This is an optimization exercise on Yosys and OpenROAD, whose aim is small area, a short achievable clock period and few clock cycles per item, not a production implementation.
Only simulation tests tie the RTL to the original design; equivalence was not proved.
Power is estimated from default activity; no workload was simulated.

--- constraint.sdc ---
create_clock -name core_clock -period 11.0 [get_ports {clk}]
set_input_delay 2.2000 -clock core_clock [delete_from_list [all_inputs] [get_ports {clk}]]
set_output_delay 2.2000 -clock core_clock [all_outputs]
set_load 0.01 [all_outputs]
--- config.mk ---
export PLATFORM = sky130hd
export DESIGN_NAME = frame_encoder
export DESIGN_NICKNAME = frame_encoder
export VERILOG_FILES = /design/flow/design.v
export SDC_FILE = /design/flow/constraint.sdc
export NUM_CORES = 4
export LEC_CHECK = 0
export CAP_MARGIN = 20
export CORE_MARGIN = 2
export CORE_UTILIZATION = 40
export SLEW_MARGIN = 20
--- design.v ---
module crc64_nvme_byte (
    input  wire [63:0] crc_in,
    input  wire [7:0]  data,
    output wire [63:0] crc_out
);
    localparam [63:0] POLY_R = 64'h9A6C9329AC4BC9B5;
    reg [63:0] c;
    integer i;
    always @(*) begin
        c = crc_in ^ {56'd0, data};
        for (i = 0; i < 8; i = i + 1)
            c = c[0] ? ((c >> 1) ^ POLY_R) : (c >> 1);
    end
    assign crc_out = c;
endmodule
module frame_encoder (
    input  wire        clk,
    input  wire        rst,           
    input  wire        cmd_valid,
    output wire        cmd_ready,
    input  wire [63:0] cmd_content_len,
    input  wire [63:0] cmd_seg_size,
    input  wire [63:0] cmd_flags,
    output reg         rsp_valid,
    output reg  [7:0]  rsp_status,
    output reg  [7:0]  rsp_cause,
    output reg  [63:0] rsp_msg_len,
    input  wire        in_valid,
    output wire        in_ready,
    input  wire [7:0]  in_data,
    output wire        out_valid,
    input  wire        out_ready,
    output wire [7:0]  out_data,
    output wire        done
);
    localparam [7:0] ST_OK       = 8'd0;
    localparam [7:0] ST_FORMAT   = 8'd1;
    localparam [7:0] ST_ARGUMENT = 8'd4;
    localparam [7:0] C_BAD_FLAGS            = 8'h13;
    localparam [7:0] C_SEGMENT_SIZE         = 8'h40;
    localparam [7:0] C_CONTENT_LENGTH_RANGE = 8'h41;
    localparam [7:0] C_SEGMENT_COUNT_RANGE  = 8'h42;
    localparam [7:0] C_MESSAGE_LENGTH_RANGE = 8'h43;
    localparam [3:0] S_IDLE = 4'd0;    
    localparam [3:0] S_DIV  = 4'd1;    
    localparam [3:0] S_FIN  = 4'd2;    
    localparam [3:0] S_MHDR = 4'd3;    
    localparam [3:0] S_SHDR = 4'd4;    
    localparam [3:0] S_CONT = 4'd5;    
    localparam [3:0] S_SFTR = 4'd6;    
    localparam [3:0] S_MFTR = 4'd7;    
    localparam [3:0] S_DONE = 4'd8;    
    reg [3:0]  state;
    reg [63:0] content_len;
    reg [63:0] seg_size;
    reg        crc_on;
    reg [15:0] num_segs;
    reg [63:0] msg_len;
    reg [63:0] div_rem;
    reg [63:0] div_quo;
    reg [6:0]  div_cnt;
    reg [3:0]  ridx;
    reg [15:0] seg_num;
    reg [63:0] seg_len;
    reg [63:0] seg_off;
    reg [63:0] consumed;
    reg [63:0] seg_crc;
    reg [63:0] msg_crc;
    wire [64:0] div_trial = {div_rem, div_quo[63]};
    wire        div_ge    = div_trial >= {1'b0, seg_size};
    wire [63:0] div_diff  = div_trial[63:0] - seg_size;
    wire [64:0] n_full   = {1'b0, div_quo} + {64'd0, (div_rem != 64'd0)};
    wire [64:0] n_segs   = (n_full == 65'd0) ? 65'd1 : n_full;
    wire        n_too_big = n_segs > 65'd65535;
    wire [64:0] per_seg  = crc_on ? 65'd18 : 65'd10;
    wire [64:0] fixed    = crc_on ? 65'd21 : 65'd13;
    wire [64:0] m_calc   = {1'b0, content_len} + n_segs[15:0] * per_seg + fixed;
    wire        m_too_big = m_calc[64] | m_calc[63];
    reg [7:0] frame_byte;
    always @(*) begin
        frame_byte = 8'h00;
        case (state)
            S_MHDR: case (ridx)
                4'd0:  frame_byte = 8'h01;
                4'd1:  frame_byte = msg_len[7:0];
                4'd2:  frame_byte = msg_len[15:8];
                4'd3:  frame_byte = msg_len[23:16];
                4'd4:  frame_byte = msg_len[31:24];
                4'd5:  frame_byte = msg_len[39:32];
                4'd6:  frame_byte = msg_len[47:40];
                4'd7:  frame_byte = msg_len[55:48];
                4'd8:  frame_byte = msg_len[63:56];
                4'd9:  frame_byte = {7'd0, crc_on};
                4'd10: frame_byte = 8'h00;
                4'd11: frame_byte = num_segs[7:0];
                4'd12: frame_byte = num_segs[15:8];
                default: frame_byte = 8'h00;
            endcase
            S_SHDR: case (ridx)
                4'd0:  frame_byte = seg_num[7:0];
                4'd1:  frame_byte = seg_num[15:8];
                4'd2:  frame_byte = seg_len[7:0];
                4'd3:  frame_byte = seg_len[15:8];
                4'd4:  frame_byte = seg_len[23:16];
                4'd5:  frame_byte = seg_len[31:24];
                4'd6:  frame_byte = seg_len[39:32];
                4'd7:  frame_byte = seg_len[47:40];
                4'd8:  frame_byte = seg_len[55:48];
                4'd9:  frame_byte = seg_len[63:56];
                default: frame_byte = 8'h00;
            endcase
            S_SFTR: frame_byte = ~seg_crc[ridx[2:0]*8 +: 8];
            S_MFTR: frame_byte = ~msg_crc[ridx[2:0]*8 +: 8];
            default: frame_byte = 8'h00;
        endcase
    end
    wire in_content = (state == S_CONT);
    wire framing    = (state == S_MHDR) || (state == S_SHDR) ||
                      (state == S_SFTR) || (state == S_MFTR);
    assign out_valid = framing || (in_content && in_valid);
    assign out_data  = in_content ? in_data : frame_byte;
    assign in_ready  = in_content && out_ready;
    assign cmd_ready = (state != S_DIV) && (state != S_FIN);
    assign done      = (state == S_DONE);
    wire xfer      = out_valid && out_ready;
    wire cmd_fire  = cmd_valid && cmd_ready;
    wire [63:0] seg_crc_next, msg_crc_next;
    crc64_nvme_byte u_seg_crc (.crc_in(seg_crc), .data(in_data), .crc_out(seg_crc_next));
    crc64_nvme_byte u_msg_crc (.crc_in(msg_crc), .data(in_data), .crc_out(msg_crc_next));
    wire [63:0] content_left = content_len - consumed;
    wire [63:0] next_seg_len = (content_left > seg_size) ? seg_size : content_left;
    wire        last_seg     = (seg_num == num_segs);
    always @(posedge clk) begin
        rsp_valid <= 1'b0;
        if (rst) begin
            state    <= S_IDLE;
            ridx     <= 4'd0;
        end else if (cmd_fire) begin
            rsp_msg_len <= 64'd0;
            state       <= S_IDLE;
            if (cmd_seg_size == 64'd0) begin
                rsp_valid  <= 1'b1;
                rsp_status <= ST_ARGUMENT;
                rsp_cause  <= C_SEGMENT_SIZE;
            end else if (cmd_flags > 64'd1) begin
                rsp_valid  <= 1'b1;
                rsp_status <= ST_FORMAT;
                rsp_cause  <= C_BAD_FLAGS;
            end else if (cmd_content_len[63]) begin
                rsp_valid  <= 1'b1;
                rsp_status <= ST_ARGUMENT;
                rsp_cause  <= C_CONTENT_LENGTH_RANGE;
            end else begin
                content_len <= cmd_content_len;
                seg_size    <= cmd_seg_size;
                crc_on      <= cmd_flags[0];
                div_rem     <= 64'd0;
                div_quo     <= cmd_content_len;
                div_cnt     <= 7'd0;
                state       <= S_DIV;
            end
        end else begin
            case (state)
                S_DIV: begin
                    if (div_ge) div_rem <= div_diff;
                    else        div_rem <= div_trial[63:0];
                    div_quo <= {div_quo[62:0], div_ge};
                    div_cnt <= div_cnt + 7'd1;
                    if (div_cnt == 7'd63) state <= S_FIN;
                end
                S_FIN: begin
                    rsp_valid <= 1'b1;
                    if (n_too_big) begin
                        rsp_status <= ST_ARGUMENT;
                        rsp_cause  <= C_SEGMENT_COUNT_RANGE;
                        state      <= S_IDLE;
                    end else if (m_too_big) begin
                        rsp_status <= ST_ARGUMENT;
                        rsp_cause  <= C_MESSAGE_LENGTH_RANGE;
                        state      <= S_IDLE;
                    end else begin
                        rsp_status  <= ST_OK;
                        rsp_cause   <= 8'd0;
                        rsp_msg_len <= m_calc[63:0];
                        num_segs    <= n_segs[15:0];
                        msg_len     <= m_calc[63:0];
                        ridx        <= 4'd0;
                        seg_num     <= 16'd0;
                        seg_len     <= 64'd0;
                        seg_off     <= 64'd0;
                        consumed    <= 64'd0;
                        msg_crc     <= {64{1'b1}};
                        state       <= S_MHDR;
                    end
                end
                S_MHDR: if (xfer) begin
                    if (ridx == 4'd12) begin
                        seg_num <= 16'd1;
                        seg_len <= next_seg_len;
                        seg_off <= 64'd0;
                        seg_crc <= {64{1'b1}};
                        ridx    <= 4'd0;
                        state   <= S_SHDR;
                    end else begin
                        ridx <= ridx + 4'd1;
                    end
                end
                S_SHDR: if (xfer) begin
                    if (ridx == 4'd9) begin
                        ridx <= 4'd0;
                        if (seg_len != 64'd0)
                            state <= S_CONT;
                        else if (crc_on)
                            state <= S_SFTR;
                        else
                            state <= S_DONE;    
                    end else begin
                        ridx <= ridx + 4'd1;
                    end
                end
                S_CONT: if (xfer) begin
                    seg_off  <= seg_off + 64'd1;
                    consumed <= consumed + 64'd1;
                    if (crc_on) begin
                        seg_crc <= seg_crc_next;
                        msg_crc <= msg_crc_next;
                    end
                    if (seg_off + 64'd1 == seg_len) begin
                        ridx <= 4'd0;
                        if (crc_on) begin
                            state <= S_SFTR;
                        end else if (last_seg) begin
                            state <= S_DONE;
                        end else begin
                            seg_num <= seg_num + 16'd1;
                            seg_len <= (content_len - consumed - 64'd1 > seg_size) ?
                                       seg_size : content_len - consumed - 64'd1;
                            seg_off <= 64'd0;
                            seg_crc <= {64{1'b1}};
                            state   <= S_SHDR;
                        end
                    end
                end
                S_SFTR: if (xfer) begin
                    if (ridx == 4'd7) begin
                        ridx <= 4'd0;
                        if (last_seg) begin
                            state <= S_MFTR;
                        end else begin
                            seg_num <= seg_num + 16'd1;
                            seg_len <= next_seg_len;
                            seg_off <= 64'd0;
                            seg_crc <= {64{1'b1}};
                            state   <= S_SHDR;
                        end
                    end else begin
                        ridx <= ridx + 4'd1;
                    end
                end
                S_MFTR: if (xfer) begin
                    if (ridx == 4'd7) begin
                        ridx  <= 4'd0;
                        state <= S_DONE;
                    end else begin
                        ridx <= ridx + 4'd1;
                    end
                end
                default: ;
            endcase
        end
    end
endmodule
--- run.sh ---
#!/bin/bash
# synth_recipe.tcl (not shown) runs the flow's synth.tcl, then flattens the netlist and writes it again
# the make line also repeats each setting of config.mk as NAME=value (left out here)
make -C /OpenROAD-flow-scripts/flow DESIGN_CONFIG=/design/flow/config.mk WORK_HOME=/design/flow/orfs CLKGATE_MAP_FILE= SYNTH_SCRIPT=/design/flow/synth_recipe.tcl finish
==> flow_summary.yaml <==
status:
  status: "complete, no violations"
critical_path:
  reg2reg_depth: 37
  crit_fanout: 24
  r2r_end: "seg_off[48]"
  arrival_ps: 10610
  crit_path_top_delay_cell: "or4_1"
  critical-path-max-stage-delay_ps: 790
  r2r_start: "div_rem[21]"
  reg2reg_slack_ps: 770
  cp-end-kind: "flip-flop"
  cp_data_required_time_ps: 11380
  cp_common_cell: "ha_1"
  critical_path_class: "flip-flop to flip-flop"
  startpoint_type: "flip-flop"
cells_and_area:
  mostFrequentLayoutCell: "edfxtp_1"
  areaGrowthSynthToFinish_pct: 14.47
  postLayoutCoreUtil_pct: 46.20
  most-common-layout-cells: "748 x edfxtp_1, 722 x nand2_1, 456 x xnor2_1"
  final_area_mm2: 0.06360
  ff_latch_area_mm2: 0.02264
  layout-drive-gt1-share_pct: 5.378
  fin_nets: 6588
  instances_no_fill: 7896
  multi_input_area_mm2: 0.03118
  num-fill-cells: 13150
power:
  seqPwrFrac_pct: 44.4
  sw_frac_of_total_pct: 26.01
  p_per_area_mw_per_mm2: 114.8
  p_leak_nw: 24.03
  clock_power_share_pct: 43.1
  comb_power_share_pct: 12.5
  vdd.ir_drop.worst_mv: 0.1248
  power.internal_mw: 5.403
  p_sw_mw: 1.900
global_route:
  antenna_found_initial: 6
  grt_pass1_wl_um: 290400
  first_global_vias: 44830
  grt_max_degree: 92
  track_usage_pct: 27.10
  grt-ovfl-total: 0
sta:
  setup_violations: 0
  fin_crit_sh_pct: 93.03
  finalWorstSetupSlack_ps: 766.4
  hold_viol_final: 0
  tns_ps: 0
  slew_violations: 0
  post-route-min-period_ps: 10230
  fin_skew_ps: 53.09
  fmax_mhz: 97.72
  maxSlewHeadroom_pct: 24.34
  worst_pin_slew_ps: 1124
  rsz0062_at_grt: "false"
yosys:
  ys_seq_area_share_pct: 40.75
  netlist_area_mm2: 0.05556
  yosys.cell_types.count: 101
  synth_seq_cells: 757
  async_flop_share_pct: 0
  avgSynthCellArea_um2: 9.555
  ys_warn_count: 2
  synth_edf_count: 748
  syn_inst: 5815
  dominantRegCellSynth: "edfxtp_1"
cts:
  htree_levels: 3
  cts.sinks: 757
  path_clk_slew_ps: 60
  hold_buffers: 0
  clkLatencyLatePin_ps: 730
  clockBufferDepth: 3
  post_cts_buffers: 0
  cts_tree: "done"
  cts_made_buffers: 91
  clockRootBuffer: "clkbuf_16"
floorplanning:
  die_w_um: 376.7
  die_h_um: 376.7
  fp-row-count: 136
  start_util_pct: 40.36
  io_pins: 298
  core_mm2: 0.1377
  dieArea_mm2: 0.1419
placed_design:
  place.detailed.hpwl_um: 152200
  pre_cts_slack_ps: 690.2
  place_area_mm2: 0.06052
  place_inst: 7723
  numPortBuffers: 287
  gp_congestion: 0.9824
drt:
  viasPerCell: 5.986
  drt-total-wl_um: 197300
  vias: 47270
  dr.pass1.iters: 7
  routedWlPerCell_um: 24.98
  drtIter0Drc: 5394
  drtAntennaViolNets: 0
  drc: 0
run:
  drv_cap: 0
worst_hold_path:
  hp-start: "msg_crc[50]"
  hold_path.class: "flip-flop to flip-flop"
  min_to: "msg_crc[42]"
  hold_path_depth: 2
==> cells by family after synthesis <==
kind of cell             synth area share, %
XOR/XNOR                               11.46
AO/OA/AOI/OAI                          14.27
other                                0.01352
flip-flops                             40.75
buffers and inverters                  3.562
AND/OR/NAND/NOR                        18.98
multiplexers                           2.493
adder cells (fa/ha/maj)                8.467
==> synthesized netlist by cell type, types with 38 or more instances <==
cell	number	share of area, %
a31oi_1	50	0.56
nand4_1	131	1.5
nor4_1	127	1.4
and2_1	116	1.3
a21oi_1	326	2.9
and3_1	67	0.75
edfxtp_1	748	40
ha_1	336	7.6
inv_1	254	1.7
a221oi_1	40	0.63
xnor2_1	457	7.2
nand2_1	726	4.9
a211oi_1	38	0.51
a21o_1	140	1.9
nor2_1	448	3.0
o22ai_1	68	0.77
or3_1	40	0.45
mux2i_1	63	1.1
a22o_1	41	0.65
nand3_1	189	1.7
clkbuf_1	225	1.5
nor3_1	118	1.1
o21ai_0	195	1.8
xor2_1	246	3.9
==> worst max-delay path by stage <==
stage	endpoint	depth (start not counted)	startpoint	slack, ps
3_3_place_gp	seg_off[49]	36	div_rem[46]	760
2_1_floorplan	rsp_msg_len[0]	33	div_rem[1]	90
4_1_cts	seg_off[48]	36	div_rem[46]	620
5_1_grt	seg_off[47]	36	div_rem[17]	190
3_5_place_dp	seg_off[54]	36	div_rem[46]	690
6_report	seg_off[48]	37	div_rem[21]	770
==> flip-flops by register name, indices dropped and copies added, names as in the netlist, 7 cells and up <==
name         count
seg_len         64
msg_len         64
rsp_msg_len     64
seg_num         16
seg_crc         64
msg_crc         64
consumed        64
seg_size        64
content_len     63
seg_off         64
div_quo         64
div_cnt          7
div_rem         64
num_segs        16
==> critical path, delay by kind of cell, from the launching register on <==
kind	cells	cell delay (ps)
buf+inv	6	980
flops	1	420
compound gates	11	2830
fa+ha+maj	6	2070
simple gates	14	3530
==> routing by layer <==
metal  global-route usage, %  share of wire (%)  up-vias
met5                       0                  0        -
met4                   11.23                4.3        0
met3                   4.690                8.4      360
met2                   42.98                 46     2086
met1                   36.52                 42    22980
li1                        -                  -    21840
==> area by class of cell <==
class,count,share of cell area (%)
Sequential cell,757,35.60
Clock buffer,116,3.840
Tap cell,1794,3.529
Multi-Input combinational cell,4559,49.03
Antenna cell,3,0.01180
Inverter,255,1.505
Timing Repair Buffer,358,5.512
Clock inverter,54,0.9737
==> power by group through the flow <==
stage          combinational (mW)  sequential, mW  clock [mW]
6_report                    0.915            3.24        3.15
5_1_grt                     0.993            3.24        3.30
4_1_cts                     0.913            3.24        3.20
3_5_place_dp                0.905            3.30           0
3_3_place_gp                0.903            3.30           0
2_1_floorplan               0.584            3.30           0
==> per-stage QoR <==
step / hold slack [ps] / power, mW
after floorplan: 518.1 / 3.883
after global placement: 558.4 / 4.205
after detailed placement: 566.3 / 4.207
after CTS: 560.5 / 7.351
after global routing: 602.9 / 7.540
final: 566.2 / 7.303
==> what timing repair did <==
item	CTS	global route
hold endpoints to repair	0	0
gates resized for setup	0	3
setup endpoints to repair	0	107
Testbench counts, summed over its fixed seeds: cycles 98,343, items 87,783.

==> separate check: timing with driven ports <==
The flow's constraints put no driver on any port. The routed layout listed below was extracted and timed again, unchanged, in two steps. Step 1, drivers: a clkbuf_16 drives clk and a buf_2 each remaining input, both assumed. Step 2, shift: input delay + t, output delay - t, t = (earliest + latest rising clock arrival at the registers) / 2. This alone moves slack from input paths to output paths. Three values: ideal ports, drivers, drivers and shift; two values: the first two.
t, ns: 0.779
setup WS [ns]: 0.766 / 0.766 / 0.766
worst hold slack (ns): 0.566 / 0.566 / 0.566
latest minus earliest clock arrival (ns): 0.053 / 0.054
cell pins on the clock port's net: 1
After both steps this run still meets setup and hold. The setup slack of this run moves by 0.000 ns with the drivers and by 0.000 ns with both steps.
